From an optimization exercise on the open Yosys and OpenROAD flow, aimed at small area, a short achievable clock period and few clock cycles; shortcuts taken in it are not production practice.
At most, simulation tests tie the RTL to the original design; equivalence was not proved.
Only the layout flow was run in run 5; the RTL was not checked for function there.
Power is estimated from default activity; no workload was simulated.

## design/flow/flow/run.sh

```bash
#!/bin/bash
# The standard layout (the standard.sh: standard synthesis, floorplan,
# placement, CTS, routing), with changes to which cells are chosen only:
# - the port buffers are plain buf_2 cells instead of the delay buffer
#   buffer_ports picks by default;
# - timing repair may swap a cell for one of another footprint;
# - besides the platform's don't-use cells, the slow wide OR / NOR gates
#   (or4 or4b or4bb or3 or3b nor4 nor4b nor4bb) are not used, so that wide address decodes map to
#   NAND / NOR trees.
# ORFS's own logs stay under orfs/logs; the make output goes to standard.log.
set -euo pipefail
PLATFORM_DONT_USE="sky130_fd_sc_hd__probe_p_8 sky130_fd_sc_hd__probec_p_8 sky130_fd_sc_hd__lpflow_bleeder_1 sky130_fd_sc_hd__lpflow_clkbufkapwr_1 sky130_fd_sc_hd__lpflow_clkbufkapwr_16 sky130_fd_sc_hd__lpflow_clkbufkapwr_2 sky130_fd_sc_hd__lpflow_clkbufkapwr_4 sky130_fd_sc_hd__lpflow_clkbufkapwr_8 sky130_fd_sc_hd__lpflow_clkinvkapwr_1 sky130_fd_sc_hd__lpflow_clkinvkapwr_16 sky130_fd_sc_hd__lpflow_clkinvkapwr_2 sky130_fd_sc_hd__lpflow_clkinvkapwr_4 sky130_fd_sc_hd__lpflow_clkinvkapwr_8 sky130_fd_sc_hd__lpflow_decapkapwr_12 sky130_fd_sc_hd__lpflow_decapkapwr_3 sky130_fd_sc_hd__lpflow_decapkapwr_4 sky130_fd_sc_hd__lpflow_decapkapwr_6 sky130_fd_sc_hd__lpflow_decapkapwr_8 sky130_fd_sc_hd__lpflow_inputiso0n_1 sky130_fd_sc_hd__lpflow_inputiso0p_1 sky130_fd_sc_hd__lpflow_inputiso1n_1 sky130_fd_sc_hd__lpflow_inputiso1p_1 sky130_fd_sc_hd__lpflow_inputisolatch_1 sky130_fd_sc_hd__lpflow_isobufsrc_1 sky130_fd_sc_hd__lpflow_isobufsrc_16 sky130_fd_sc_hd__lpflow_isobufsrc_2 sky130_fd_sc_hd__lpflow_isobufsrc_4 sky130_fd_sc_hd__lpflow_isobufsrc_8 sky130_fd_sc_hd__lpflow_isobufsrckapwr_16 sky130_fd_sc_hd__lpflow_lsbuf_lh_hl_isowell_tap_1 sky130_fd_sc_hd__lpflow_lsbuf_lh_hl_isowell_tap_2 sky130_fd_sc_hd__lpflow_lsbuf_lh_hl_isowell_tap_4 sky130_fd_sc_hd__lpflow_lsbuf_lh_isowell_4 sky130_fd_sc_hd__lpflow_lsbuf_lh_isowell_tap_1 sky130_fd_sc_hd__lpflow_lsbuf_lh_isowell_tap_2 sky130_fd_sc_hd__lpflow_lsbuf_lh_isowell_tap_4 "
EXTRA_DONT_USE=" sky130_fd_sc_hd__or4_1 sky130_fd_sc_hd__or4_2 sky130_fd_sc_hd__or4_4 sky130_fd_sc_hd__or4b_1 sky130_fd_sc_hd__or4b_2 sky130_fd_sc_hd__or4b_4 sky130_fd_sc_hd__or4bb_1 sky130_fd_sc_hd__or4bb_2 sky130_fd_sc_hd__or4bb_4 sky130_fd_sc_hd__or3_1 sky130_fd_sc_hd__or3_2 sky130_fd_sc_hd__or3_4 sky130_fd_sc_hd__or3b_1 sky130_fd_sc_hd__or3b_2 sky130_fd_sc_hd__or3b_4 sky130_fd_sc_hd__nor4_1 sky130_fd_sc_hd__nor4_2 sky130_fd_sc_hd__nor4_4 sky130_fd_sc_hd__nor4b_1 sky130_fd_sc_hd__nor4b_2 sky130_fd_sc_hd__nor4b_4 sky130_fd_sc_hd__nor4bb_1 sky130_fd_sc_hd__nor4bb_2 sky130_fd_sc_hd__nor4bb_4"
bash standard.sh MATCH_CELL_FOOTPRINT=0 "BUFFER_PORTS_ARGS=-buffer_cell sky130_fd_sc_hd__buf_2" \
    "DONT_USE_CELLS=$PLATFORM_DONT_USE $EXTRA_DONT_USE" finish > standard.log 2>&1
```

## design/flow/standard.sh

```bash
#!/bin/bash
# synth_recipe.tcl (not shown) runs the flow's synth.tcl, then flattens the netlist and writes it again
# the make line also repeats each setting of config.mk as NAME=value (left out here)
make -C /OpenROAD-flow-scripts/flow DESIGN_CONFIG=/design/flow/config.mk WORK_HOME=/design/flow/orfs CLKGATE_MAP_FILE= SYNTH_SCRIPT=/design/flow/synth_recipe.tcl "${@:-finish}"
```

## design/flow/config.mk

```make
export PLATFORM = sky130hd
export DESIGN_NAME = fcsu
export DESIGN_NICKNAME = fcsu
export VERILOG_FILES = /design/flow/design.v
export SDC_FILE = /design/flow/constraint.sdc
export NUM_CORES = 4
export LEC_CHECK = 0
export CAP_MARGIN = 20
export CORE_MARGIN = 2
export CORE_UTILIZATION = 50
export CTS_BUF_LIST = sky130_fd_sc_hd__clkbuf_8
export CTS_CLUSTER_DIAMETER = 60
export CTS_CLUSTER_SIZE = 10
export PLACE_DENSITY = 0.65
export SETUP_SLACK_MARGIN = 4.5
export SLEW_MARGIN = 20
```

## design/flow/constraint.sdc

```tcl
create_clock -name core_clock -period 10.0 [get_ports {clk}]
set_input_delay 2.0000 -clock core_clock [delete_from_list [all_inputs] [get_ports {clk}]]
set_output_delay 2.0000 -clock core_clock [all_outputs]
set_load 0.01 [all_outputs]
```

## design/flow/design.v

```verilog
module fcsu (
    input  wire        clk,
    input  wire        rst,
    input  wire        h_valid,
    output wire        h_ready,
    input  wire        h_write,
    input  wire        h_word,
    input  wire [17:0] h_addr,
    input  wire [31:0] h_wdata,
    output wire        h_done,
    output wire [31:0] h_rdata,
    output reg         in_en,
    output reg         in_we,
    output reg  [3:0]  in_wmask,
    output reg  [11:0] in_addr,
    output reg  [31:0] in_wdata,
    input  wire [31:0] in_rdata,
    output reg         out_en,
    output reg         out_we,
    output reg  [3:0]  out_wmask,
    output reg  [11:0] out_addr,
    output reg  [31:0] out_wdata,
    input  wire [31:0] out_rdata
);
    localparam [3:0] ST_OK        = 4'h0;
    localparam [3:0] ST_EMPTY     = 4'h1;
    localparam [3:0] ST_LEN_MIS   = 4'h2;
    localparam [3:0] ST_UNK_ITEM  = 4'h3;
    localparam [3:0] ST_TRUNC     = 4'h4;
    localparam [3:0] ST_BAD_WIDTH = 4'h5;
    localparam [3:0] ST_TOO_LONG  = 4'h6;
    localparam [3:0] ST_INV_ARG   = 4'h7;
    localparam [3:0] ST_SMP_END   = 4'h8;
    localparam [3:0] ST_NOT_ARMED = 4'h9;
    localparam [3:0] ST_ILLEGAL   = 4'hA;
    localparam [3:0] S_IDLE = 4'd0;    
    localparam [3:0] S_RDB  = 4'd1;    
    localparam [3:0] S_ENC  = 4'd2;    
    localparam [3:0] S_DEC1 = 4'd3;    
    localparam [3:0] S_DEC2 = 4'd4;    
    localparam [3:0] S_NXW  = 4'd5;    
    localparam [3:0] S_NX2  = 4'd6;    
    localparam [3:0] S_ENC0 = 4'd7;    
    localparam [3:0] S_DIV  = 4'd8;    
    reg [3:0]  state;
    reg        mflag;      
    reg        rdv;        
    reg        el;         
    reg        rrg;        
    reg [5:0]  ra;         
    reg [1:0]  lane;       
    reg [31:0] type_r, item_r, tlen_r, hdr_r, width_r, soff_r, slen_r;
    reg [13:0] in_len;
    reg [13:0] out_len;
    reg [3:0]  status;
    reg [15:0] r_hdr;
    reg        r_esc;
    reg [15:0] r_c;        
    reg        m_t;
    reg        m_dec;
    reg        su_armed;
    reg [5:0]  su_width;
    reg [2:0]  su_bps;     
    reg [13:0] su_off;
    reg [13:0] su_count;
    reg [13:0] su_pos;
    reg [31:0] su_sample;
    reg [13:0] su_p;       
    reg        su_rv;      
    function known_item;
        input [15:0] c;
        begin
            known_item = (c == 16'h0000) || (c == 16'h0018) || (c == 16'h0020) ||
                         (c == 16'h0044) || (c == 16'h008A) || (c == 16'h00B8);
        end
    endfunction
    function [1:0] kind_of;
        input [2:0] t;
        begin
            if (!t[2])          kind_of = 2'd0;
            else if (t == 3'd4) kind_of = 2'd1;
            else if (t == 3'd5) kind_of = 2'd2;
            else                kind_of = 2'd3;
        end
    endfunction
    wire        idle    = (state == S_IDLE);
    wire        acc     = h_valid && idle;
    wire        a_reg   = (h_addr[17:8] == 10'd0);
    wire        a_in    = (h_addr[17:14] == 4'b0100) && (h_addr[13:0] < 14'd8196);
    wire        a_out   = (h_addr[17:14] == 4'b1000) && (h_addr[13:0] < 14'd8194);
    wire        a_inw   = (h_addr[17:14] == 4'b0100);
    wire        a_outw  = (h_addr[17:14] == 4'b1000);
    wire        a_fast  = (a_off == 6'h01) || (a_off == 6'h0A) || (a_off == 6'h11) ||
                          (a_off == 6'h13) || (a_off == 6'h16) || (a_off == 6'h18);
    wire [5:0]  a_off   = h_addr[7:2];
    wire        legal   = (h_wdata[31:3] == 29'd0);
    wire [2:0]  opcode  = h_wdata[2:0];
    wire        wr_reg  = acc && h_write && a_reg;
    wire        cmd_go  = wr_reg && (a_off == 6'h00);
    wire        cmd_ok  = cmd_go && legal;
    wire        op_pack = cmd_ok && (opcode == 3'd1);
    wire        op_unp  = cmd_ok && (opcode == 3'd2);
    wire        op_ctrl = cmd_ok && (opcode == 3'd3);
    wire        op_data = cmd_ok && (opcode == 3'd4);
    wire        op_dec  = cmd_ok && (opcode == 3'd5);
    wire        op_strt = cmd_ok && (opcode == 3'd6);
    wire        op_next = cmd_ok && (opcode == 3'd7);
    wire        op_res  = cmd_ok && (opcode != 3'd0) && (opcode <= 3'd4);
    wire        in_wr   = acc && h_write && a_in;
    wire        len_wr  = wr_reg && (a_off == 6'h09);
    wire [31:0] wd = h_wdata & {32{~rst}};
    wire        pack_inv  = (type_r[31:3] != 29'd0) || tlen_r[31];
    wire        pack_esc  = type_r[2] && (tlen_r == 32'd8194);
    wire        pack_long = (tlen_r[31:13] != 19'd0);
    wire        pack_ok   = !pack_inv && (pack_esc || !pack_long);
    wire        up_ok   = (hdr_r[31:16] == 16'd0);
    wire        up_esc  = hdr_r[15] && (hdr_r[12:0] == 13'd0);
    wire        ctrl_inv  = (type_r[31:2] != 30'd0) || !known_item(item_r[15:0]) ||
                            (item_r[31:16] != 16'd0);
    wire        ctrl_long = (in_len > 14'd8187);
    wire        ctrl_ok   = !ctrl_inv && !ctrl_long;
    wire        data_inv  = (type_r[31:3] != 29'd0) || !type_r[2] ||
                            (!type_r[1] && in_len < 14'd2);
    wire        data_esc  = (in_len == 14'd8192);
    wire        data_long = !data_esc && (in_len > 14'd8189);
    wire        data_ok   = !data_inv && !data_long;
    wire        enc_dat   = idle ? (opcode != 3'd3) : mflag;
    wire [13:0] enc_total = in_len + {11'd0, !enc_dat, enc_dat, 1'b0};
    wire        enc_esc   = (opcode != 3'd3) && data_esc;
    wire [15:0] enc_word  = {type_r[2:0], enc_esc ? 13'd0 : enc_total[12:0]};
    wire        enc_ok    = (opcode == 3'd3) ? ctrl_ok : data_ok;
    wire        width_ok  = (width_r[31:6] == 26'd0) && (width_r[5:0] != 6'd0) &&
                            (width_r[5:0] <= 6'd32);
    wire [14:0] win_end   = {1'b0, soff_r[13:0]} + {1'b0, slen_r[13:0]};
    wire        win_bad   = (soff_r[31:14] != 18'd0) || (slen_r[31:14] != 18'd0) ||
                            (win_end > {1'b0, in_len});
    wire        start_ok  = width_ok && !win_bad;
    wire        start_div = (start_b == 2'd3);
    wire [5:0]  width_p7  = width_r[5:0] + 6'd7;
    wire [1:0]  start_b   = width_p7[4:3];           
    reg  [13:0] start_count;
    always @(*) begin
        case (start_b)
            2'd1:    start_count = slen_r[13:0];
            2'd2:    start_count = {1'b0, slen_r[13:1]};
            2'd3:    start_count = slen_r[13:0];    
            default: start_count = {2'b0, slen_r[13:2]};
        endcase
    end
    wire [1:0]  su_o    = su_p[1:0];
    wire        su_span = (su_bps[2] && su_o != 2'd0) ||
                          (su_bps == 3'd3 && su_o[1]) ||
                          (su_bps == 3'd2 && su_o == 2'd3);
    wire        su_oe4  = (su_bps[2] && su_o == 2'd0) ||
                          (su_bps == 3'd3 && su_o == 2'd1) ||
                          (su_bps == 3'd2 && su_o == 2'd2) ||
                          (su_bps == 3'd1 && su_o == 2'd3);
    wire        su_more = su_armed && (su_pos != su_count);
    wire        nx_slow = su_more && (!su_rv || su_span);
    wire [13:0] su_pn   = su_p + {11'd0, su_bps};
    wire [2:0]  rd_type   = m_t ? r_hdr[15:13] : 3'd0;
    wire [1:0]  rd_kind   = kind_of(rd_type);
    wire [15:0] rd_item   = (rd_type[2] && rd_type[1:0] != 2'd0) ? 16'd0 : r_c;
    wire [15:0] rd_seq    = (rd_type == 3'd5) ? r_c : 16'd0;
    wire [13:0] rd_declen = !m_t ? 14'd0 : r_esc ? 14'd8194 : {1'b0, r_hdr[12:0]};
    wire        rd_off4   = !(r_hdr[15] && r_hdr[14]);
    wire [2:0]  rd_boff   = !m_dec ? 3'd0 : rd_off4 ? 3'd4 : 3'd2;
    wire [13:0] rd_blen   = m_dec ? rd_declen - {11'd0, rd_boff} : 14'd0;
    reg [31:0] reg_rdata;
    always @(*) begin
        case (ra)
            6'h02: reg_rdata = type_r;
            6'h03: reg_rdata = item_r;
            6'h04: reg_rdata = tlen_r;
            6'h05: reg_rdata = hdr_r;
            6'h06: reg_rdata = width_r;
            6'h07: reg_rdata = soff_r;
            6'h08: reg_rdata = slen_r;
            6'h09: reg_rdata = {18'd0, in_len};
            6'h0B: reg_rdata = {30'd0, rd_kind};
            6'h0C: reg_rdata = {29'd0, rd_type};
            6'h0D: reg_rdata = {16'd0, rd_item};
            6'h0E: reg_rdata = {16'd0, rd_seq};
            6'h0F: reg_rdata = {29'd0, rd_boff};
            6'h10: reg_rdata = {18'd0, rd_blen};
            6'h12: reg_rdata = {18'd0, rd_declen};
            6'h14: reg_rdata = {10'd0, su_width, 5'd0, su_bps, 7'd0, su_armed};
            6'h15: reg_rdata = {18'd0, su_off};
            6'h17: reg_rdata = {18'd0, su_pos};
            6'h19: reg_rdata = 32'h4643_5301;
            6'h1A: reg_rdata = 32'd8196;
            default: reg_rdata = 32'd0;
        endcase
    end
    wire [63:0] fd = 64'd1 << a_off;
    wire [31:0] fast_rdata =
        ({32{fd[1]}}  & {28'd0, status}) |
        ({32{fd[10]}} & {18'd0, out_len}) |
        ({32{fd[17]}} & {16'd0, r_hdr}) |
        ({32{fd[19]}} & {31'd0, r_esc}) |
        ({32{fd[22]}} & {18'd0, su_count}) |
        ({32{fd[24]}} & su_sample);
    wire        rdb      = (state == S_RDB);
    wire [1:0]  rsel     = rdb ? lane : su_o;
    wire [63:0] rot2     = {in_rdata, in_rdata} >> {rsel, 3'b000};
    wire [31:0] rot      = rot2[31:0];
    wire [7:0]  out_byte = out_rdata[8*lane +: 8];
    wire        enc      = (state == S_ENC);
    wire [11:0] k        = out_len[11:0];
    wire [13:0] k_inc    = out_len + 14'd1;
    wire        enc_last = el;
    wire        el_next  = ({k_inc[11:0], mflag, 1'b0} >= in_len);
    wire        div      = (state == S_DIV);
    wire [2:0]  div_t    = {lane, su_count[13]};
    wire        div_q    = (div_t >= 3'd3);
    wire        div_last = (su_pos[3:0] == 4'd13);
    reg  slow_op;
    always @(*) begin
        case (opcode)
            3'd3:    slow_op = 1'b1;     
            3'd4:    slow_op = 1'b1;
            3'd5:    slow_op = 1'b1;
            3'd6:    slow_op = start_div;
            3'd7:    slow_op = nx_slow;
            default: slow_op = 1'b0;
        endcase
    end
    wire wr_slow   = h_write && (h_addr[17:16] == 2'd0) && (a_off == 6'h00) && slow_op;
    wire rd_slow   = !h_write && (!a_fast || (h_addr[17:13] != 5'd0));
    wire nx_look   = acc && h_write && (a_off == 6'h00) && (opcode == 3'd7);
    wire host_in   = acc && a_inw;
    wire host_sel  = idle && h_addr[16];     
    wire fast_done = acc && !wr_slow && !rd_slow;
    wire real_slow = (op_ctrl && ctrl_ok) || (op_data && data_ok) || op_dec ||
                     (op_next && nx_slow) || (op_strt && start_div);
    wire to_rdb    = acc && (rd_slow || (wr_slow && !real_slow));
    wire nx_step1  = (op_next && su_more && su_rv) || (state == S_NXW && su_rv);
    wire nx_step2  = (state == S_NX2);
    wire nx_fin    = (nx_step1 && !su_span) || nx_step2;
    wire su_fetch  = su_armed && !su_rv && ((idle && !h_addr[16]) || state == S_NXW);
    wire su_fetch2 = nx_look && su_more && su_rv && su_span;    
    wire su_fetch2r = (nx_step1 && su_span);
    reg done_c;
    always @(*) begin
        case (state)
            S_IDLE:  done_c = fast_done;
            S_RDB:   done_c = 1'b1;
            S_ENC:   done_c = enc_last;
            S_DEC2:  done_c = 1'b1;
            S_NXW:   done_c = su_rv && !su_span;
            S_NX2:   done_c = 1'b1;
            S_DIV:   done_c = div_last;
            default: done_c = 1'b0;
        endcase
    end
    assign h_ready = idle;
    assign h_done  = done_c;
    assign h_rdata = !rdb ? ((h_addr[12:8] == 5'd0) ? fast_rdata : 32'd0) :
                     rrg  ? reg_rdata :
                     {24'd0, rdv ? (mflag ? out_byte : rot[7:0]) : 8'd0};
    wire        eng_k    = enc || state == S_ENC0;
    wire [11:0] eng_base = eng_k ? k : su_p[13:2];
    wire        eng_inc  = enc ? mflag : (!eng_k && su_rv);
    reg  [11:0] eng_addr;
    integer b;
    always @(*) begin
        for (b = 0; b < 12; b = b + 1)
            eng_addr[b] = (state != S_DEC1) &&
                          (eng_base[b] ^ (eng_inc && ((eng_base & ((12'd1 << b) - 12'd1)) == ((12'd1 << b) - 12'd1))));
    end
    always @(*) begin
        in_en    = host_in || enc || state == S_ENC0 || state == S_DEC1 ||
                   su_fetch2 || su_fetch;
        in_we    = host_sel && h_write;
        in_wmask = h_word ? 4'hF : (4'b0001 << h_addr[1:0]);
        in_wdata = h_word ? h_wdata : {4{h_wdata[7:0]}};
        in_addr  = host_sel ? h_addr[13:2] : eng_addr;
    end
    always @(*) begin
        out_en    = 1'b0;
        out_we    = enc;
        out_wmask = 4'hF;
        out_addr  = enc ? k : h_addr[13:2];
        out_wdata[15:0]  = (mflag || k == 12'd0) ? r_c : in_rdata[15:0];
        out_wdata[31:16] = mflag ? in_rdata[15:0] : (k == 12'd0) ? item_r[15:0] : in_rdata[31:16];
        if (enc)
            out_en = 1'b1;
        else if (acc && !h_write && a_outw)
            out_en = 1'b1;
    end
    wire [15:0] dec_w    = in_rdata[15:0];
    wire [15:0] dec_c    = in_rdata[31:16];
    wire [2:0]  dec_t    = dec_w[15:13];
    wire        dec_esc  = dec_t[2] && (dec_w[12:0] == 13'd0);
    wire [13:0] dec_decl = dec_esc ? 14'd8194 : {1'b0, dec_w[12:0]};
    wire        dec_sub  = !(dec_t[2] && dec_t[1]);           
    wire        dec2     = (state == S_DEC2);
    wire        dec_empty = (in_len < 14'd2);
    wire        dec_lmis = (in_len != dec_decl);
    wire        dec_trnc = dec_sub && (in_len < 14'd4);
    wire        dec_unk  = dec_sub && (dec_t != 3'd5) && !known_item(dec_c);
    wire        dec_ok   = !dec_empty && !dec_lmis && !dec_trnc && !dec_unk;
    always @(posedge clk) begin
        if (rst) begin
            state <= S_IDLE;
        end else begin
            case (state)
                S_IDLE: begin
                    if (to_rdb)                     state <= S_RDB;
                    if (op_ctrl && ctrl_ok)         state <= S_ENC;
                    if (op_data && data_ok)         state <= S_ENC0;
                    if (op_dec)                     state <= S_DEC1;
                    if (op_next && su_more)
                        state <= !su_rv ? S_NXW : su_span ? S_NX2 : S_IDLE;
                    if (op_strt && start_div)       state <= S_DIV;
                end
                S_ENC0:  state <= S_ENC;
                S_ENC:   if (enc_last) state <= S_IDLE;
                S_DEC1:  state <= S_DEC2;
                S_NXW:   if (su_rv) state <= su_span ? S_NX2 : S_IDLE;
                S_DIV:   if (div_last) state <= S_IDLE;
                default: state <= S_IDLE;
            endcase
        end
    end
    always @(posedge clk) begin
        if (op_ctrl || op_data)
            el <= (opcode == 3'd3) ? (in_len == 14'd0) : (in_len <= 14'd2);
        else if (enc)
            el <= el_next;
        if (acc)
            mflag <= op_data || (!h_write && a_out);
        if (acc) begin
            rdv <= !h_write && (a_in || a_out);
            rrg <= !h_write && a_reg;
            ra  <= a_off;
        end
        if (acc || div)
            lane <= acc ? (h_addr[1:0] & {2{!h_write}}) : div_q ? div_t[1:0] - 2'd3 : div_t[1:0];
    end
    always @(posedge clk) begin
        if (rst || (wr_reg && a_off == 6'h02)) type_r  <= wd;
        if (rst || (wr_reg && a_off == 6'h03)) item_r  <= wd;
        if (rst || (wr_reg && a_off == 6'h04)) tlen_r  <= wd;
        if (rst || (wr_reg && a_off == 6'h05)) hdr_r   <= wd;
        if (rst || (wr_reg && a_off == 6'h06)) width_r <= wd;
        if (rst || (wr_reg && a_off == 6'h07)) soff_r  <= wd;
        if (rst || (wr_reg && a_off == 6'h08)) slen_r  <= wd;
        if (rst || (len_wr && h_wdata <= 32'd8196)) in_len <= wd[13:0];
    end
    always @(posedge clk) begin
        if (rst || op_ctrl || op_data || enc)
            out_len <= (rst || !enc) ? 14'd0 : enc_last ? enc_total : k_inc;
    end
    reg [3:0] st_nx;
    reg       st_ld;
    always @(*) begin
        st_ld = 1'b1;
        st_nx = ST_OK;
        if (cmd_go && !legal)
            st_nx = ST_ILLEGAL;
        else if (cmd_go) begin
            case (opcode)
                3'd1: st_nx = pack_inv ? ST_INV_ARG : pack_ok ? ST_OK : ST_TOO_LONG;
                3'd2: st_nx = up_ok ? ST_OK : ST_INV_ARG;
                3'd3: st_nx = ctrl_inv ? ST_INV_ARG : ctrl_long ? ST_TOO_LONG : ST_OK;
                3'd4: st_nx = data_inv ? ST_INV_ARG : data_long ? ST_TOO_LONG : ST_OK;
                3'd5: st_ld = 1'b0;
                3'd6: st_nx = !width_ok ? ST_BAD_WIDTH : win_bad ? ST_INV_ARG : ST_OK;
                3'd7: begin
                    st_nx = !su_armed ? ST_NOT_ARMED : ST_SMP_END;
                    st_ld = !su_more;
                end
                default: st_nx = ST_OK;
            endcase
        end else if (dec2)
            st_nx = dec_empty ? ST_EMPTY : dec_lmis ? ST_LEN_MIS :
                    dec_trnc ? ST_TRUNC : dec_unk ? ST_UNK_ITEM : ST_OK;
        else if (nx_fin)
            st_nx = ST_OK;
        else
            st_ld = 1'b0;
    end
    always @(posedge clk) begin
        if (rst || st_ld) status <= st_nx & {4{~rst}};
    end
    always @(posedge clk) begin
        if (rst || op_res || dec2) begin
            r_hdr <= 16'd0; r_esc <= 1'b0; m_t <= 1'b0; m_dec <= 1'b0;
            if (!rst) begin
                if (op_pack && pack_ok) begin
                    r_hdr <= {type_r[2:0], pack_esc ? 13'd0 : tlen_r[12:0]};
                    r_esc <= pack_esc;
                end
                if (op_unp && up_ok) begin
                    r_hdr <= hdr_r[15:0];
                    r_esc <= up_esc;
                    m_t   <= 1'b1;
                end
                if ((op_ctrl || op_data) && enc_ok) begin
                    r_hdr <= enc_word;
                    r_esc <= enc_esc;
                end
                if (dec2 && dec_ok) begin
                    r_hdr <= dec_w;
                    r_esc <= dec_esc;
                    m_t   <= 1'b1;
                    m_dec <= 1'b1;
                end
            end
        end
    end
    always @(posedge clk) begin
        if (rst || op_res || dec2 || enc) begin
            r_c <= 16'd0;
            if (!rst) begin
                if ((op_ctrl || op_data) && enc_ok)
                    r_c <= enc_word;
                if (dec2 && dec_ok && dec_sub)
                    r_c <= dec_c;
                if (enc && !enc_last)
                    r_c <= in_rdata[31:16];
            end
        end
    end
    wire su_dis = in_wr || len_wr;
    always @(posedge clk) begin
        if (rst || su_dis || op_strt)
            su_armed <= !rst && !su_dis && start_ok;
        if (rst || op_strt) begin
            su_width <= (start_ok && !rst) ? width_r[5:0] : 6'd0;
            su_bps   <= (start_ok && !rst) ? width_p7[5:3] : 3'd0;
            su_off   <= (start_ok && !rst) ? soff_r[13:0] : 14'd0;
            su_count <= (start_ok && !rst) ? start_count : 14'd0;
        end else if (div)
            su_count <= {su_count[12:0], div_q};
        if (rst || op_strt || nx_fin || div)
            su_pos <= (rst || op_strt || (div && div_last)) ? 14'd0 : su_pos + 14'd1;
        if (op_strt || nx_fin)
            su_p <= op_strt ? soff_r[13:0] : su_pn;
        if (rst || op_strt || su_fetch || in_en || (nx_fin && su_oe4))
            su_rv <= !rst && !op_strt && (su_fetch || su_fetch2r);
    end
    integer i;
    always @(posedge clk) begin
        for (i = 0; i < 4; i = i + 1) begin
            if (rst || op_strt || nx_step1 || (nx_step2 && i + su_o >= 4 && i < su_bps))
                su_sample[8*i +: 8] <= (!rst && !op_strt && i < su_bps &&
                                        (nx_step2 || i + su_o < 4)) ? rot[8*i +: 8] : 8'd0;
        end
    end
endmodule
```

==> results of run 1 <==
## how the worst max path moves through the flow
stage               from  cells after the start  slack (ps)          end
2_1_floorplan  h_addr[2]                      8        4510  h_rdata[11]
3_3_place_gp   h_addr[3]                      7        3960  h_rdata[13]
3_5_place_dp   h_addr[5]                     10        3880  h_rdata[27]
4_1_cts            r_esc                     13        4420  h_rdata[12]
5_1_grt              m_t                     13        4410  h_rdata[12]
6_report           ra[3]                     10        4390   h_rdata[6]
## cells by family after synthesis
kind of cell / Yosys count / synth area share (%)
compound gates: 621 / 17.3
xor+xnor: 105 / 3.66
fa+ha+maj: 59 / 3.03
buf+inv: 237 / 3.90
flops: 406 / 48.0
mux: 123 / 7.02
other cells: 1 / 0.0148
simple gates: 881 / 17.0
## per-stage QoR
stage                     setup slack [ps]  utilization (%)  power [µW]  hold slack, ps
after floorplan                       4510                -        2580             532
after global placement                3960             54.1        2950             627
after detailed placement              3880             54.1        2960             627
after CTS                             4420             57.4        4240             656
after global routing                  4410             58.3        4410             686
final                                 4390             58.3        4310             666
## synth_stat cells (11+ instances only)
master / instances / area, µm²
buf_4: 15 / 113
a221o_1: 13 / 130
nand2_1: 208 / 781
mux2i_1: 48 / 480
nor2_1: 270 / 1010
xor2_1: 29 / 254
a21boi_0: 12 / 90.1
edfxtp_1: 402 / 12100
ha_1: 54 / 676
a222oi_1: 26 / 260
a21oi_1: 107 / 536
a22o_1: 47 / 412
buf_1: 11 / 41.3
a221oi_1: 25 / 219
nor3_1: 46 / 230
nand2b_1: 29 / 181
a31oi_1: 21 / 131
and3_1: 28 / 175
mux4_2: 40 / 901
o21ai_0: 106 / 531
o211ai_1: 11 / 82.6
mux2_2: 35 / 394
inv_1: 62 / 233
a211oi_1: 31 / 233
clkbuf_1: 119 / 447
nor2b_1: 68 / 425
buf_2: 25 / 125
a22oi_1: 83 / 623
nand3_1: 80 / 400
nand4_1: 53 / 332
and2_1: 41 / 257
xnor2_1: 75 / 657
a21o_1: 36 / 270
## tightest hold or removal path: stages, from the launching register on
cell	delay, ps
edfxtp_1	420
nand2_1	70
o31ai_1	70
## per-layer routing
metal	vias up	track usage, %
met5	-	0
met4	6	24.2
met3	384	15.3
met2	2123	64.1
met1	11698	61.6
li1	9718	-
## power by group through the flow
stage,Combinational [µW],Sequential (µW),Clock [µW]
after global routing,884,2170,1350
after floorplan,490,2090,0
after CTS,795,2160,1290
after detailed placement,758,2200,0
final,846,2180,1280
after global placement,747,2200,0
## cell type report
type,count,area (µm²)
timing repair buffer,349,2200
fill,4320,20900
antenna,2,5.00
clock buffer,54,743
tap,672,841
inverter,64,263
clock inverter,28,256
multi-input combinational,1797,12700
sequential,406,12200
## flip-flops by register name, indices dropped and copies added (netlist names), 14 cells and up
register / count
hdr_r: 32
item_r: 32
slen_r: 32
soff_r: 32
su_sample: 32
tlen_r: 32
type_r: 32
width_r: 32
r_c: 16
r_hdr: 16
in_len: 14
out_len: 14
su_count: 14
su_off: 14
su_p: 14
su_pos: 14
## timing repair
item                                    4_1_cts  5_1_grt
pin swaps                                    17       21
resized for setup                           103       63
cloned                                        4        3
endpoints found under the hold margin         0        0
endpoints found under the setup margin       44       41
buffers inserted                             32       15
==> metrics.yaml, run 1 <==
setup_path:
  crit_top_cell: "buf_4"
  slowest_stage: "edfxtp_1"
  worstReg2RegEnd: "su_off[0]"
  slowest_delay_ps: 500
  startpoint_type: "flip-flop"
  cp_max_fo: 5
  path_delay_family: "compound AO/OA/AOI/OAI gates"
  required_ps: 8000
  worstSetupPathType: "flip-flop to primary output"
  r2r-start: "soff_r[0]"
  path_cells: "buf_4 > nor2_1 > and3_4 > buf_4 > a22o_1 > a221oi_1 > nand4_1 > a211oi_2 > o221ai_1 > buf_2"
  rr_worst_depth: 21
  cp.arrival_ps: 3610
  critical_path_buf_inv_count: 3
  end_kind: "primary output"
  rrSetupSlack_ps: 4850
sta:
  hold_viol_final: 0
  final.min_clock_period_ps: 5610
  worst_pin_slew_ps: 1170
  fin_tns_setup_ps: 0
  relSlewSlack_pct: 20.1
  skew_ps: 62.5
  drv_slew: 0
  fmax_mhz: 178
  fin_crit_sh_pct: 56.1
  setup_violations: 0
  rsz0062_at_grt: "true"
cts:
  root_buffer: "clkbuf_8"
  insertion_delay_ps: 730
  holdBufCountCts: 0
  h-tree-depth: 2
  path_clk_slew_ps: 80
  cts_tree: "built"
  cts-buffers-inserted: 54
  cts.sinks: 406
  clockBufferDepth: 3
final_layout:
  stdcell_count: 3372
  area_growth_pct: 15.3
  final_common_cell: "edfxtp_1"
  mostFrequentLayoutCells: "edfxtp_1 (402), nor2_1 (258), buf_2 (243)"
  finalInstanceArea_um2: 29200
  fin_nets: 2849
  drive_gt1_share_pct: 22.8
floorplan:
  die_y_um: 229
  die_x_um: 229
  die_area_um2: 52400
  core_um2: 50100
  core.rowCount: 82
  initial_core_util_pct: 50.5
  io_pins: 253
synth:
  avgSynthCellArea_um2: 10.4
  synth-edff-count: 402
  syn_area_um2: 25300
  ys_seq_elements: 406
  postSynthCellCount: 2433
  yosysWarningCount: 1
  ys_types: 88
  async_flop_share_pct: 0
  seq_area_frac_synth_pct: 48.0
  synth_ff_type: "edfxtp_1"
hold_path:
  hold_path.class: "flip-flop to flip-flop"
  min-delay-start: "su_count[0]"
  whs_endpoint: "su_count[1]"
  hold_path_depth: 2
power:
  leakage_uw: 0.0110
  p_switching_uw: 1400
  p_comb_share_pct: 19.7
  pwr-share-seq_pct: 50.6
  ir_drop_mv: 0.152
  clkPwrFrac_pct: 29.8
  switching_share_pct: 32.5
  intPower_uw: 2910
  p_per_area_nw_per_um2: 148
detailed_routing:
  wl_um: 122000
  drt_iter0_markers: 4221
  routed-wl-met3_um: 18400
  routed-wl-met2_um: 50200
  drcViolationCount: 0
  wl_met1_um: 45800
  via_count: 23929
  wl_per_cell_um: 36.3
  viasPerCell: 7.10
  firstDrtPassIters: 9
  top_layer_used: "met5"
  ant_nets: 0
global_route:
  grt_max_degree: 47
  grt.total_usage_pct: 45.4
  grt_pass1_vias: 22021
  grt.overflow.total: 0
  antenna_found_initial: 8
  grt_first_pass_wirelength_um: 168000
place:
  dp_hpwl_um: 90700
  dp.cells: 3234
  placed_area_um2: 27100
  place_congestion: 1.09
  portBuffers: 248
flow_run:
  drv_cap: 0
run_status:
  status: "complete, no violations"
Testbench counts, summed over its fixed seeds: cycles 126,997.
==> run 2, diff against run 1 <==
--- a/design/flow/config.mk
+++ b/design/flow/config.mk
@@ -9,3 +9,3 @@
 export CORE_MARGIN = 2
-export CORE_UTILIZATION = 50
+export CORE_UTILIZATION = 55
 export CTS_BUF_LIST = sky130_fd_sc_hd__clkbuf_8
@@ -13,4 +13,4 @@
 export CTS_CLUSTER_SIZE = 10
-export PLACE_DENSITY = 0.65
-export SETUP_SLACK_MARGIN = 4.5
+export PLACE_DENSITY = 0.7
+export SETUP_SLACK_MARGIN = 4.3
 export SLEW_MARGIN = 20
==> run 2 against run 1 <==
  * Clock power shrank 9%
  * Via count grew 1.1%
  * Fmax shrank 3.8%
  * Worst setup slack lost 220 ps
  * Register-to-register slack gained 40 ps
  * Flip-flop and latch count is the same
  * Global-route usage grew 2.8 points
  * Critical path depth is the same
  * Routed wire length shrank 3.8%
  * Largest cell class unchanged
  * First-iteration DRC count grew 5.6%
  * Die area shrank 8.9%
  * Still clean
==> metrics.yaml, run 2 <==
floorplan:
  core_um2: 45400  # -9.4%
  die_x_um: 219  # -4.6%
  die_y_um: 219  # -4.6%
  die_area_um2: 47700  # -8.9%
  initial_core_util_pct: 55.8  # +5.2 points
  io_pins: 253  # unchanged
  core.rowCount: 78  # -4.9%
cts:
  root_buffer: "clkbuf_8"
  path_clk_slew_ps: 70  # about the same
  cts.sinks: 406  # unchanged
  holdBufCountCts: 0  # unchanged
  insertion_delay_ps: 710  # -20 ps
  clockBufferDepth: 3  # unchanged
  h-tree-depth: 2  # unchanged
  cts_tree: "built"
  cts-buffers-inserted: 51  # -5.6%
sta:
  final.min_clock_period_ps: 5830  # +224 ps
  fmax_mhz: 171  # -3.8%
  fin_crit_sh_pct: 58.3  # +2.2 points
  hold_viol_final: 0  # unchanged
  relSlewSlack_pct: 15.0  # -5.1 points
  drv_slew: 0  # unchanged
  rsz0062_at_grt: "true"
  fin_tns_setup_ps: 0  # unchanged
  skew_ps: 67.2  # +4.70 ps
  setup_violations: 0  # unchanged
  worst_pin_slew_ps: 1270  # +103 ps
detailed_routing:
  firstDrtPassIters: 11  # +2
  wl_per_cell_um: 36.1  # -0.47%
  routed-wl-met2_um: 47900  # -4.7%
  wl_met1_um: 42800  # -6.6%
  drt_iter0_markers: 4458  # +5.6%
  top_layer_used: "met5"
  viasPerCell: 7.43  # +4.6%
  via_count: 24192  # +1.1%
  routed-wl-met3_um: 20200  # +9.3%
  ant_nets: 0  # unchanged
  wl_um: 118000  # -3.8%
  drcViolationCount: 0  # unchanged
synth:
  seq_area_frac_synth_pct: 48.0  # unchanged
  async_flop_share_pct: 0  # unchanged
  yosys-top-cells-count: "edfxtp_1 (402), nor2_1 (270), nand2_1 (208)"
  yosysWarningCount: 1  # unchanged
  synth_ff_type: "edfxtp_1"
  avgSynthCellArea_um2: 10.4  # unchanged
  yosysMostFrequentCell: "edfxtp_1"
  postSynthCellCount: 2433  # unchanged
  yosysTopAreaCell: "edfxtp_1"
  ys_seq_elements: 406  # unchanged
  synth-edff-count: 402  # unchanged
  ys_types: 88  # unchanged
  netlist_top_cells_area: "edfxtp_1 (48%), nor2_1 (4.0%), mux4_2 (3.6%), nand2_1 (3.1%), ha_1 (2.7%)"
  synth_top_area_share_pct: 47.7  # unchanged
  syn_area_um2: 25300  # unchanged
final_layout:
  fin_nets: 2814  # -1.2%
  final_common_cell: "edfxtp_1"
  mostFrequentLayoutCells: "edfxtp_1 (402), nor2_1 (262), buf_2 (242)"
  multi_input_area_um2: 12500  # -1.7%
  final_core_util_pct: 62.5  # +4.2 points
  seq_area_um2: 12200  # about the same
  drive_gt1_share_pct: 20.5  # -2.3 points
  area_growth_pct: 12.0
  fillers: 3762  # -13%
flow_run:
  drv_cap: 0  # unchanged
power:
  switching_share_pct: 32.5  # +0.034 points
  p_comb_share_pct: 19.7  # about the same
  clkPwrFrac_pct: 28.1  # -1.7 points
  pwr-share-seq_pct: 52.2  # +1.6 points
  intPower_uw: 2810  # -3.5%
  ir_drop_mv: 0.141  # -7.5%
  p_per_area_nw_per_um2: 147  # -0.64%
  leakage_uw: 0.0106  # -3.2%
  p_switching_uw: 1350  # -3.4%
hold_path:
  hold_path.class: "flip-flop to flip-flop"
  min-delay-start: "su_count[2]"
  hold_path_depth: 2  # unchanged
  whs_endpoint: "su_count[3]"
run_status:
  status: "complete, no violations"
setup_path:
  cp.arrival_ps: 3830  # +220 ps
  rr_worst_depth: 19  # -9.5%
  r2r-start: "soff_r[1]"
  end_kind: "primary output"
  rrSetupSlack_ps: 4890  # +40 ps
  cp_max_fo: 9  # +4
  required_ps: 8000  # about the same
  startpoint_type: "flip-flop"
  worstReg2RegEnd: "su_count[10]"
  worstSetupPathType: "flip-flop to primary output"
global_route:
  grt_pass1_vias: 21831  # -0.86%
  grt_max_degree: 69  # +47%
  antenna_found_initial: 9  # +1
  grt_first_pass_wirelength_um: 161000  # -4.2%
  grt.overflow.total: 0  # unchanged
  grt.total_usage_pct: 48.1  # +2.8 points
place:
  dp_hpwl_um: 88600  # -2.2%
  place_congestion: 1.12  # +2.2%
  portBuffers: 248  # unchanged
## run 2: repair_timing
item | in CTS | in global routing
gates cloned | 0 | 1
setup buffers | 14 | 6
gates resized for setup | 46 | 31
hold endpoints to repair | 0 | 0
setup endpoints to repair | 34 | 39
pin swaps | 5 | 9
## run 2: final cells by class
class / count / share of cell area [%]
repair buffers: 320 / 6.49
flip-flops and latches: 406 / 42.9
inverters: 64 / 0.861
diodes: 3 / 0.0265
clock inverters: 19 / 0.494
multi-input cells: 1794 / 44.1
clock buffers: 52 / 2.53
well taps: 600 / 2.65
## run 2: power groups by stage
stage | Sequential [µW] | Combinational, µW | Clock [µW]
3_5_place_dp | 2190 | 762 | 0
6_report | 2170 | 819 | 1170
2_1_floorplan | 2090 | 489 | 0
3_3_place_gp | 2190 | 745 | 0
4_1_cts | 2150 | 780 | 1160
5_1_grt | 2170 | 851 | 1210
## run 2: critical path: stages, from the launching register on
cell	delay (ps)
edfxtp_1	530
buf_4	210
nand2b_1	290
nor3_1	140
nand2_1	200
nor2_2	160
a222oi_1	450
nand3_1	290
a2111oi_2	560
o221ai_1	170
buf_2	170
## run 2: worst max-delay path by stage
| stage | startpoint | to | slack, ps |
|---|---|---|---|
| after detailed placement | h_addr[5] | h_rdata[29] | 3600 |
| final | ra[4] | h_rdata[4] | 4170 |
| after floorplan | h_addr[3] | h_rdata[23] | 4300 |
| after global routing | ra[2] | h_rdata[10] | 4260 |
| after global placement | h_addr[5] | h_rdata[31] | 3770 |
| after CTS | ra[0] | h_rdata[10] | 4270 |
## run 2: per-stage QoR
| stage | hold slack [ps] | cell area, µm² | power, µW | setup WS (ps) | instances |
|---|---|---|---|---|---|
| global placement | 638 | 27000 | 2930 | 3770 | 3163 |
| finish | 685 | 28300 | 4160 | 4170 | 3258 |
| floorplan | 532 | 25300 | 2580 | 4300 | 2436 |
| global route | 679 | 28300 | 4230 | 4260 | 3255 |
| CTS | 673 | 28200 | 4090 | 4270 | 3248 |
| detailed placement | 640 | 27000 | 2950 | 3600 | 3163 |
## run 2: logic make-up after synthesis
kind of cell | after synthesis | share of synthesized area (%)
AND/OR/NAND/NOR | 881 | 17.0
XOR/XNOR | 105 | 3.66
buffers and inverters | 237 | 3.90
AO/OA/AOI/OAI | 621 | 17.3
multiplexers | 123 | 7.02
flip-flops | 406 | 48.0
adder cells (fa/ha/maj) | 59 | 3.03
other | 1 | 0.0148
## run 2: per-layer routing
metal	vias to the layer above	track usage [%]
li1	9627	-
met3	450	17.9
met1	11604	66.1
met5	-	0
met4	4	20.8
met2	2507	68.0
==> run 3, diff against run 2 <==
--- a/design/flow/config.mk
+++ b/design/flow/config.mk
@@ -14,3 +14,3 @@
 export PLACE_DENSITY = 0.7
-export SETUP_SLACK_MARGIN = 4.3
+export SETUP_SLACK_MARGIN = 4.6
 export SLEW_MARGIN = 20
==> run 3 against run 2 <==
  * Global-route usage grew 1.0 points
  * Total power grew 2.5%
  * Via count grew 1.0%
  * Cell area grew 4.0%
  * Largest power group unchanged
  * Worst setup slack gained 330 ps
  * Non-clock buffer count grew 56
  * Die area is the same
  * First-iteration DRC count grew 6.9%
  * Sequential power is essentially flat
==> metrics.yaml, run 3 <==
sta:
  hold_viol_final: 0  # unchanged
  fin_crit_sh_pct: 55.0  # -3.3 points
  rsz0062_at_grt: "true"
  holdWs_ps: 632  # -53.0 ps
  worst_pin_slew_ps: 1100  # -171 ps
  setup_violations: 0  # unchanged
  fin_tns_setup_ps: 0  # unchanged
  skew_ps: 62.5  # -4.67 ps
  drv_slew: 0  # unchanged
  fmax_mhz: 182  # +6.0%
  timing.final.ws_setup_ps: 4500  # +332 ps
  final.min_clock_period_ps: 5500  # -332 ps
  relSlewSlack_pct: 26.6  # +12 points
global_route:
  grt_pass1_vias: 22173  # +1.6%
  grt.overflow.total: 0  # unchanged
  antenna_found_initial: 5  # -4
  grt.total_usage_pct: 49.1  # +1.0 points
  grt_max_degree: 51  # -26%
  grt_first_pass_wirelength_um: 164000  # +1.9%
cts:
  cts_tree: "built"
  holdBufCountCts: 0  # unchanged
  root_buffer: "clkbuf_8"
  h-tree-depth: 2  # unchanged
  insertion_delay_ps: 700  # about the same
  cts.sinks: 406  # unchanged
  path_clk_slew_ps: 80  # about the same
  cts-buffers-inserted: 52  # +2.0%
  clockBufferDepth: 3  # unchanged
power:
  p_switching_uw: 1370  # +1.1%
  power_uw: 4260  # +2.5%
  switching_share_pct: 32.1  # -0.43 points
  intPower_uw: 2890  # +3.1%
  p_per_area_nw_per_um2: 144  # -1.5%
  p_comb_share_pct: 20.2  # +0.5 points
  clkPwrFrac_pct: 28.7  # +0.6 points
  pwr-share-seq_pct: 51.1  # -1.1 points
  leakage_uw: 0.0111  # +4.3%
  ir_drop_mv: 0.156  # +11%
place:
  dp_hpwl_um: 87700  # -1.0%
  portBuffers: 248  # unchanged
  place_congestion: 1.09  # -2.5%
  placed_area_um2: 27100  # +0.12%
  pre_cts_ws_ps: 3870  # +266 ps
detailed_routing:
  via_count: 24441  # +1.0%
  top_layer_used: "met5"
  wl_met1_um: 42100  # -1.7%
  drt_iter0_markers: 4767  # +6.9%
  drcViolationCount: 0  # unchanged
  routed-wl-met3_um: 21500  # +6.8%
  firstDrtPassIters: 11  # unchanged
  routed-wl-met2_um: 48500  # +1.3%
  ant_nets: 0  # unchanged
  wl_per_cell_um: 36.1  # about the same
  wl_um: 120000  # +1.8%
  viasPerCell: 7.38  # -0.65%
synth:
  yosysTopAreaCell: "edfxtp_1"
  yosysWarningCount: 1  # unchanged
  postSynthCellCount: 2433  # unchanged
  syn_area_um2: 25300  # unchanged
  yosys-top-cells-count: "edfxtp_1 (402), nor2_1 (270), nand2_1 (208)"
  seq_area_frac_synth_pct: 48.0  # unchanged
  netlist_top_cells_area: "edfxtp_1 (48%), nor2_1 (4.0%), mux4_2 (3.6%), nand2_1 (3.1%), ha_1 (2.7%)"
  synth_compound_area_share_pct: 17.3  # unchanged
  synthMuxAreaShare_pct: 7.02  # unchanged
  synth-edff-count: 402  # unchanged
  synth_ff_type: "edfxtp_1"
  ys_seq_elements: 406  # unchanged
  synth_top_area_share_pct: 47.7  # unchanged
  synthAdderAreaFrac_pct: 3.03  # unchanged
  synthSimpleGateAreaFrac_pct: 17.0  # unchanged
  ys_types: 88  # unchanged
  yosysMostFrequentCell: "edfxtp_1"
  avgSynthCellArea_um2: 10.4  # unchanged
  synth_top_family_by_area: "compound AO/OA/AOI/OAI gates"
  async_flop_share_pct: 0  # unchanged
  synth-xor-area-share_pct: 3.66  # unchanged
hold_path:
  hold_path.class: "flip-flop to flip-flop"
setup_path:
  cp_max_fo: 7  # -2
  cp.arrival_ps: 3500  # -330 ps
  worstSetupPathType: "flip-flop to primary output"
  startpoint_type: "flip-flop"
  required_ps: 8000  # about the same
  end_kind: "primary output"
final_layout:
  finalInstanceArea_um2: 29500  # +4.0%
  mostFrequentLayoutCells: "edfxtp_1 (402), nor2_1 (260), buf_2 (241)"
  final_common_cell: "edfxtp_1"
  fin_nets: 2871  # +2.0%
  drive_gt1_share_pct: 24.5  # +4.0 points
  area_growth_pct: 16.5
  fillers: 3627  # -3.6%
floorplan:
  core_um2: 45400  # unchanged
  initial_core_util_pct: 55.8  # unchanged
  die_y_um: 219  # unchanged
  io_pins: 253  # unchanged
  die_x_um: 219  # unchanged
  core.rowCount: 78  # unchanged
  die_area_um2: 47700  # unchanged
run_status:
  status: "complete, no violations"
flow_run:
  drv_cap: 0  # unchanged
run 3: cell types whose count changed in the layout (fill, tap and decap cells not counted), moves of 6 or more:
cell	previous run	this run
a21oi_1	106	100
inv_1	64	58
buf_4	67	100
nand2_1	208	201
a21oi_2	1	7
buf_12	2	16
run 3: path summary, 6_finish.rpt:
path         slack (ps)      start      endpoint  cells after the start
min                 630   state[3]      state[3]                      2
min reg2reg         630   state[3]      state[3]                      2
max                4500      ra[5]   h_rdata[10]                     10
max reg2reg        4740  soff_r[0]  su_count[13]                     21
run 3: per-layer routing:
metal / GRT usage (%) / vias up
li1: - / 9747
met1: 65.5 / 11675
met2: 68.8 / 2526
met3: 20.1 / 485
met4: 24.6 / 8
met5: 0 / -
run 3: layout make-up:
type	count	area [µm²]	area share (%)
Inverter	64	265	0.900
Timing Repair Buffer	376	2540	8.63
Sequential cell	406	12200	41.3
Clock buffer	52	716	2.43
Multi-Input combinational cell	1794	12800	43.5
Tap cell	600	751	2.55
Clock inverter	20	208	0.704
Antenna cell	1	2.50	0.00849
run 3: cell families after synthesis:
logic type	after synthesis
simple gates	881
compound gates	621
flops	406
buf+inv	237
mux	123
xor+xnor	105
fa+ha+maj	59
other cells	1
run 3: power by group through the flow:
stage / Combinational, µW / Sequential (µW) / Clock (µW)
finish: 859 / 2180 / 1220
CTS: 797 / 2160 / 1210
detailed placement: 752 / 2190 / 0
global placement: 738 / 2190 / 0
global route: 895 / 2170 / 1270
floorplan: 492 / 2090 / 0
run 3: what timing repair did:
action | in CTS | in global routing
gates cloned | 5 | 1
resized for setup | 139 | 73
setup buffers | 40 | 33
pin swaps | 25 | 40
setup endpoints to repair | 44 | 38
run 3: worst max-delay path, stage by stage, from the launching register on:
cell and delay, ps:
edfxtp_1 520, nor2_1 240, and3_4 220, buf_12 140, a22o_1 210, a221oi_2 160
a21boi_2 210, nand4_1 430, a211oi_2 410, o22ai_1 120, buf_2 170
run 3: metrics by stage:
step,instances,util (%)
floorplan,2436,-
global placement,3161,59.6
detailed placement,3161,59.6
CTS,3278,63.7
global route,3312,65.0
finish,3313,65.0
==> run 4, diff against run 3 <==
--- a/design/flow/config.mk
+++ b/design/flow/config.mk
@@ -14,3 +14,3 @@
 export PLACE_DENSITY = 0.7
-export SETUP_SLACK_MARGIN = 4.6
+export SETUP_SLACK_MARGIN = 4.5
 export SLEW_MARGIN = 20
==> run 4 against run 3 <==
  * Critical path type is now input pin to primary output
  * Clock power down 5%
  * Count of clock-buffer cells in the layout shrank 1
  * First-iteration DRC count down 2.3%
  * Critical endpoint is now h_rdata[7]
  * Core utilization fell by 1.3 points
  * Synthesized cell count is the same
  * Largest cell class unchanged
==> metrics.yaml, run 4 <==
run_status:
  status: "complete, no violations"
setup_path:
  slowest_delay_ps: 380  # -140 ps
  cp.arrival_ps: 3560  # +60 ps
  path_cells: "buf_6 > nor2_4 > and3_4 > buf_4 > buf_6 > a222oi_1 > a21o_1 > o221ai_1 > buf_2"
  startpoint_type: "input pin"
  worstSetupPathType: "input pin to primary output"
  required_ps: 8000  # about the same
  end_kind: "primary output"
  crit_top_cell: "buf_6"
  slowest_stage: "a222oi_1"
  cp_max_fo: 10  # +3
synth:
  yosysMostFrequentCell: "edfxtp_1"
  yosys-top-cells-count: "edfxtp_1 (402), nor2_1 (270), nand2_1 (208)"
  synth_ff_type: "edfxtp_1"
  avgSynthCellArea_um2: 10.4  # unchanged
  postSynthCellCount: 2433  # unchanged
  seq_area_frac_synth_pct: 48.0  # unchanged
  synth_top_area_share_pct: 47.7  # unchanged
  synth-edff-count: 402  # unchanged
  yosysTopAreaCell: "edfxtp_1"
  syn_area_um2: 25300  # unchanged
  ys_seq_elements: 406  # unchanged
  yosysWarningCount: 1  # unchanged
  async_flop_share_pct: 0  # unchanged
  netlist_top_cells_area: "edfxtp_1 (48%), nor2_1 (4.0%), mux4_2 (3.6%), nand2_1 (3.1%), ha_1 (2.7%)"
  ys_types: 88  # unchanged
floorplan:
  die_area_um2: 47700  # unchanged
  die_x_um: 219  # unchanged
  core_um2: 45400  # unchanged
  core.rowCount: 78  # unchanged
  io_pins: 253  # unchanged
  die_y_um: 219  # unchanged
  initial_core_util_pct: 55.8  # unchanged
detailed_routing:
  wl_um: 117000  # -1.9%
  viasPerCell: 7.32  # -0.82%
  drt_iter0_markers: 4656  # -2.3%
  firstDrtPassIters: 10  # -1
  ant_nets: 0  # unchanged
  via_count: 24036  # -1.7%
  drcViolationCount: 0  # unchanged
  wl_per_cell_um: 35.7  # -1.0%
cts:
  cts.sinks: 406  # unchanged
  clockBufferDepth: 3  # unchanged
  insertion_delay_ps: 710  # about the same
  h-tree-depth: 2  # unchanged
  cts_tree: "built"
  path_clk_slew_ps: 60  # -20 ps
  holdBufCountCts: 0  # unchanged
  root_buffer: "clkbuf_8"
  cts-buffers-inserted: 51  # -1.9%
sta:
  final.min_clock_period_ps: 5560  # +53.1 ps
  fin_tns_setup_ps: 0  # unchanged
  fin_crit_sh_pct: 55.6  # +0.53 points
  drv_slew: 0  # unchanged
  skew_ps: 38.1  # -24.4 ps
  setup_violations: 0  # unchanged
  fmax_mhz: 180  # -0.96%
  rsz0062_at_grt: "true"
  worst_pin_slew_ps: 1170  # +73.6 ps
  hold_viol_final: 0  # unchanged
  relSlewSlack_pct: 21.6  # -4.9 points
final_layout:
  fin_nets: 2847  # -0.84%
  drive_gt1_share_pct: 23.0  # -1.5 points
  fillers: 3662  # +0.96%
  multi_input_area_um2: 12700  # -0.98%
  area_growth_pct: 14.2
  final_common_cell: "edfxtp_1"
  mostFrequentLayoutCells: "edfxtp_1 (402), nor2_1 (261), buf_2 (243)"
  seq_area_um2: 12200  # about the same
  final_core_util_pct: 63.7  # -1.3 points
global_route:
  grt.overflow.total: 0  # unchanged
  grt_pass1_vias: 21972  # -0.91%
  antenna_found_initial: 7  # +2
  grt_first_pass_wirelength_um: 162000  # -1.2%
  grt.total_usage_pct: 48.3  # -0.78 points
  grt_max_degree: 67  # +31%
place:
  portBuffers: 248  # unchanged
  dp_hpwl_um: 87800  # +0.12%
  place_congestion: 1.07  # -1.5%
flow_run:
  drv_cap: 0  # unchanged
power:
  leakage_uw: 0.0109  # -2.1%
  p_per_area_nw_per_um2: 144  # -0.33%
  ir_drop_mv: 0.145  # -7.0%
hold_path:
  hold_path.class: "flip-flop to flip-flop"
[run 4: kinds of logic (layout without fill, tap and decap cells)]
logic type,after synthesis,in the layout,synth area share (%)
other,1,6,0.0148
buffers and inverters,237,479,3.90
xor gates and xnor gates,105,105,3.66
adders and majority gates,59,59,3.03
muxes,123,123,7.02
and+or+nand+nor,881,886,17.0
AOI/OAI and AO/OA,621,621,17.3
DFF,406,406,48.0
[run 4: power breakdown]
part	internal (µW)	leakage, µW	switching (µW)
sequential	2000	0.00395	169
clock	501	0.000437	657
combinational	308	0.00648	523
total	2810	0.0109	1350
[run 4: metrics by stage]
step | hold slack [ps] | instance area (µm²) | worst slack [ps] | power, µW | std cells
after floorplan | 532 | 25300 | 4510 | 2580 | 2436
after global placement | 617 | 27000 | 4040 | 2930 | 3159
after detailed placement | 626 | 27000 | 3920 | 2940 | 3159
after CTS | 631 | 28300 | 4410 | 4080 | 3249
after global routing | 648 | 28900 | 4430 | 4240 | 3283
final | 662 | 28900 | 4440 | 4160 | 3285
[run 4: final cells by class]
| type | count | share of cell area, % |
|---|---|---|
| antenna | 2 | 0.0173 |
| clock buffer | 51 | 2.43 |
| clock inverter | 15 | 0.515 |
| inverter | 64 | 0.892 |
| multi-input combinational | 1798 | 44.0 |
| sequential | 406 | 42.1 |
| tap | 600 | 2.60 |
| timing repair buffer | 349 | 7.48 |
[run 4: metal layers]
layer	wire length, µm	track usage, %	share of wire (%)
met2	47500	67.5	40
met5	40	0	0.034
met1	40800	65.2	35
met4	7630	23.6	6.5
met3	21400	19.4	18
[run 4: final timing paths]
check / from / endpoint / slack, ps / cells after the start
max: h_addr[2] / h_rdata[7] / 4440 / 9
min: state[3] / state[3] / 660 / 2
max reg2reg: soff_r[0] / su_off[7] / 5030 / 21
min reg2reg: state[3] / state[3] / 660 / 2
[run 4: repair_timing]
action | CTS | global route
endpoints found under the setup margin | 39 | 32
setup buffers | 21 | 29
pin swaps | 17 | 27
gates resized for setup | 84 | 82
hold endpoints to repair | 0 | 0
cloned | 3 | 5
[run 4: worst max-delay path, delay by kind of cell]
family                 cells  cell delay [ps]
AND/OR/NAND/NOR            2              260
buffers and inverters      4              620
AO/OA/AOI/OAI              3              670
==> run 5, diff against run 4 <==
--- a/design/flow/design.v
+++ b/design/flow/design.v
@@ -92,4 +92,3 @@
     wire        a_outw  = (h_addr[17:14] == 4'b1000);
-    wire        a_fast  = (a_off == 6'h01) || (a_off == 6'h0A) || (a_off == 6'h11) ||
-                          (a_off == 6'h13) || (a_off == 6'h16) || (a_off == 6'h18);
+    wire        a_fast  = (a_off == 6'h01) || (a_off == 6'h18);
     wire [5:0]  a_off   = h_addr[7:2];
@@ -179,2 +178,3 @@
             6'h09: reg_rdata = {18'd0, in_len};
+            6'h0A: reg_rdata = {18'd0, out_len};
             6'h0B: reg_rdata = {30'd0, rd_kind};
@@ -185,5 +185,8 @@
             6'h10: reg_rdata = {18'd0, rd_blen};
+            6'h11: reg_rdata = {16'd0, r_hdr};
             6'h12: reg_rdata = {18'd0, rd_declen};
+            6'h13: reg_rdata = {31'd0, r_esc};
             6'h14: reg_rdata = {10'd0, su_width, 5'd0, su_bps, 7'd0, su_armed};
             6'h15: reg_rdata = {18'd0, su_off};
+            6'h16: reg_rdata = {18'd0, su_count};
             6'h17: reg_rdata = {18'd0, su_pos};
@@ -194,10 +197,3 @@
     end
-    wire [63:0] fd = 64'd1 << a_off;
-    wire [31:0] fast_rdata =
-        ({32{fd[1]}}  & {28'd0, status}) |
-        ({32{fd[10]}} & {18'd0, out_len}) |
-        ({32{fd[17]}} & {16'd0, r_hdr}) |
-        ({32{fd[19]}} & {31'd0, r_esc}) |
-        ({32{fd[22]}} & {18'd0, su_count}) |
-        ({32{fd[24]}} & su_sample);
+    wire [31:0] fast_rdata = a_off[0] ? {28'd0, status} : su_sample;
     wire        rdb      = (state == S_RDB);
--- a/design/flow/config.mk
+++ b/design/flow/config.mk
@@ -9,3 +9,3 @@
 export CORE_MARGIN = 2
-export CORE_UTILIZATION = 55
+export CORE_UTILIZATION = 50
 export CTS_BUF_LIST = sky130_fd_sc_hd__clkbuf_8
@@ -13,3 +13,3 @@
 export CTS_CLUSTER_SIZE = 10
-export PLACE_DENSITY = 0.7
+export PLACE_DENSITY = 0.65
 export SETUP_SLACK_MARGIN = 4.5
==> run 5 against run 4 <==
  * Register-to-register slack improved by 50 ps
  * Combinational power down 17%
  * Synthesized area rose by 0.60%
  * Largest cell class unchanged
==> metrics.yaml, run 5 <==
setup_path:
  worstReg2RegEnd: "su_count[5]"
  r2r-start: "slen_r[1]"
  rrSetupSlack_ps: 5080  # +50 ps
  startpoint_type: "flip-flop"
  required_ps: 8000  # about the same
  rr_worst_depth: 16  # -24%
  worstSetupPathType: "flip-flop to primary output"
  cp.arrival_ps: 3640  # +80 ps
  cp_max_fo: 30  # +20
  end_kind: "primary output"
floorplan:
  core.rowCount: 82  # +5.1%
  die_x_um: 230  # +5.1%
  die_y_um: 230  # +5.1%
  die_area_um2: 52700  # +10%
  initial_core_util_pct: 50.7  # -5.0 points
  core_um2: 50200  # +11%
  io_pins: 253  # unchanged
detailed_routing:
  via_count: 23197  # -3.5%
  drt_iter0_markers: 3792  # -19%
  wl_per_cell_um: 34.0  # -4.8%
  firstDrtPassIters: 6  # -4
  ant_nets: 0  # unchanged
  viasPerCell: 6.93  # -5.2%
  wl_um: 114000  # -3.1%
  drcViolationCount: 0  # unchanged
global_route:
  grt_max_degree: 49  # -27%
  grt_pass1_vias: 21128  # -3.8%
  grt.overflow.total: 0  # unchanged
  grt.total_usage_pct: 42.0  # -6.4 points
  grt_first_pass_wirelength_um: 157000  # -2.7%
  antenna_found_initial: 9  # +2
synth:
  synth-edff-count: 402  # unchanged
  ys_types: 100  # +14%
  avgSynthCellArea_um2: 10.5  # +1.4%
  synth_top_area_share_pct: 47.4  # -0.29 points
  async_flop_share_pct: 0  # unchanged
  ys_seq_elements: 406  # unchanged
  seq_area_frac_synth_pct: 47.7  # -0.29 points
  synth_ff_type: "edfxtp_1"
  yosysTopAreaCell: "edfxtp_1"
  postSynthCellCount: 2414  # -0.78%
  yosysWarningCount: 1  # unchanged
  yosys-top-cells-count: "edfxtp_1 (402), nor2_1 (260), nand2_1 (237)"
  yosysMostFrequentCell: "edfxtp_1"
  syn_area_um2: 25500  # +0.60%
  netlist_top_cells_area: "edfxtp_1 (47%), nor2_1 (3.8%), nand2_1 (3.5%), mux4_2 (3.4%), mux2i_1 (3.0%)"
power:
  ir_drop_mv: 0.117  # -19%
  leakage_uw: 0.0112  # +2.7%
  p_per_area_nw_per_um2: 142  # -1.6%
cts:
  insertion_delay_ps: 700  # about the same
  h-tree-depth: 2  # unchanged
  path_clk_slew_ps: 80  # +20 ps
  cts_tree: "built"
  cts.sinks: 406  # unchanged
  root_buffer: "clkbuf_8"
  cts-buffers-inserted: 50  # -2.0%
  clockBufferDepth: 3  # unchanged
final_layout:
  drive_gt1_share_pct: 22.4  # -0.56 points
  final_common_cell: "edfxtp_1"
  mostFrequentLayoutCells: "edfxtp_1 (402), nor2_1 (255), buf_2 (243)"
  area_growth_pct: 14.4
  fin_nets: 2830  # -0.60%
  finalInstanceArea_um2: 29100  # +0.79%
sta:
  fin_tns_setup_ps: 0  # unchanged
  relSlewSlack_pct: 12.1  # -9.5 points
  setup_violations: 0  # unchanged
  hold_viol_final: 0  # unchanged
  fin_crit_sh_pct: 56.4  # +0.88 points
  fmax_mhz: 177  # -1.6%
  rsz0062_at_grt: "true"
  drv_slew: 0  # unchanged
  final.min_clock_period_ps: 5640  # +88.3 ps
  worst_pin_slew_ps: 1320  # +143 ps
  skew_ps: 25.1  # -13.1 ps
  holdWs_ps: 636  # -26.1 ps
flow_run:
  drv_cap: 0  # unchanged
hold_path:
  hold_path_depth: 2  # unchanged
  whs_endpoint: "su_count[13]"
  min-delay-start: "su_count[12]"
  hold_path.class: "flip-flop to flip-flop"
place:
  portBuffers: 248  # unchanged
  dp_hpwl_um: 82400  # -6.1%
  place_congestion: 1.02  # -4.5%
  placed_area_um2: 27000  # +0.20%
run_status:
  status: "complete, no violations"
## run 5: changes by cell type in the layout (fill, tap and decap cells not counted), moves of 14 or more
cell and change:
a22oi_1 -32, a21oi_1 -31, mux2i_1 +31, nand2_1 +24
a22o_1 -22, a222oi_1 -15, inv_1 +14
## run 5: how the worst max path moves through the flow
stage               startpoint          end  slack, ps  depth (start not counted)
finish                   ra[1]   h_rdata[7]       4360                         12
global route         h_addr[8]   h_rdata[7]       4390                          9
CTS                 h_addr[11]  h_rdata[29]       4460                          9
detailed placement   h_addr[9]  h_rdata[29]       3300                          8
global placement     h_addr[9]   h_rdata[7]       3380                          8
floorplan            h_addr[9]   h_rdata[7]       4540                          8
## run 5: final cells by class
| cell class | instances | area, µm² |
|---|---|---|
| Fill cell | 4291 | 21000 |
| Multi-Input combinational cell | 1775 | 12700 |
| Sequential cell | 406 | 12200 |
| Timing Repair Buffer | 347 | 2220 |
| Tap cell | 672 | 841 |
| Clock buffer | 51 | 702 |
| Inverter | 73 | 277 |
| Clock inverter | 18 | 265 |
| Antenna cell | 3 | 7.51 |
## run 5: repair_timing
action,in CTS,in global routing
gates cloned,5,2
setup endpoints to repair,102,67
pin swaps,27,22
hold buffers,0,0
endpoints found under the hold margin,0,0
resized for setup,87,40
buffers inserted,40,21
## run 5: kinds of logic (layout without fill, tap and decap cells)
| kind of cell | count (synthesis) | in the layout | synth area share (%) |
|---|---|---|---|
| DFF | 406 | 406 | 47.7 |
| other | 1 | 7 | 0.0147 |
| AOI/OAI and AO/OA | 557 | 557 | 15.9 |
| and+or+nand+nor | 899 | 902 | 17.5 |
| muxes | 152 | 152 | 8.21 |
| buffers and inverters | 239 | 489 | 4.23 |
| adders and majority gates | 58 | 58 | 2.97 |
| xor gates and xnor gates | 102 | 102 | 3.51 |
## run 5: per-layer routing
| metal | GRT usage, % | vias up | routed length, µm |
|---|---|---|---|
| met3 | 11.7 | 358 | 16800 |
| li1 | - | 9568 | - |
| met5 | 0 | - | 40 |
| met1 | 58.9 | 11276 | 43300 |
| met2 | 59.7 | 1989 | 46900 |
| met4 | 20.8 | 6 | 6760 |
## run 5: where the power goes
group          switching [µW]  internal (µW)  leakage (µW)
Combinational             435            256       0.00672
Clock                     657            625      0.000495
Sequential                158           2000       0.00396
## run 5: critical path, cell delays in order, from the launching register on
cell and delay [ps]:
edfxtp_1 440, buf_6 130, buf_4 120, nor2_4 70, nand2_1 160, nor2_4 60, buf_6 210, a222oi_1 620
a21boi_1 240, nand4_1 280, a221oi_2 310, o211ai_1 110, buf_2 170
## run 5: metrics by stage
stage,std cells,total power (µW),utilization [%],worst slack (ps)
after floorplan,2417,2500,-,4540
after global placement,3205,2800,53.9,3380
after detailed placement,3205,2810,53.9,3300
after CTS,3319,4080,57.3,4460
after global routing,3343,4230,58.0,4390
final,3345,4130,58.1,4360

## port drivers added, routing unchanged
No port has a modelled driver above. Below, the same layouts with a new extraction and two added sets of constraints. Step 1 (the two cells are an assumption about what drives the block):
set clk [get_ports {clk}]
set_driving_cell -lib_cell sky130_fd_sc_hd__clkbuf_16 $clk
set_driving_cell -lib_cell sky130_fd_sc_hd__buf_2 [delete_from_list [all_inputs] $clk]
Step 2 adds t to the input delays and takes it off the output delays; t is the mean of the earliest and latest rising clock arrival at the registers after step 1. Input paths then give back, and output paths get back, about the clock's delay inside the block. Slacks: ideal / step 1 / step 2; pairs: ideal / step 1.
run	t (ns)	setup WS [ns]	hold WS [ns]	worst register clock-pin slew, ns	worst slew at a driven data input, ns
run 1	0.758	4.390 / 4.329 / 4.102	0.666 / 0.666 / 0.666	0.09 / 0.09	0.07
run 2	0.734	4.166 / 4.107 / 3.962	0.685 / 0.685 / 0.685	0.09 / 0.09	0.04
run 3	0.732	4.498 / 4.438 / 4.458	0.632 / 0.632 / 0.632	0.08 / 0.08	0.07
run 4	0.746	4.445 / 4.401 / 4.112	0.662 / 0.662 / 0.662	0.08 / 0.08	0.07
run 5	0.746	4.357 / 4.301 / 3.887	0.636 / 0.636 / 0.636	0.09 / 0.09	0.05
After both steps setup and hold are still met in every run listed. For run 5, which loses most, drivers alone change the setup slack by -0.056 ns; drivers and shift together by -0.470 ns.
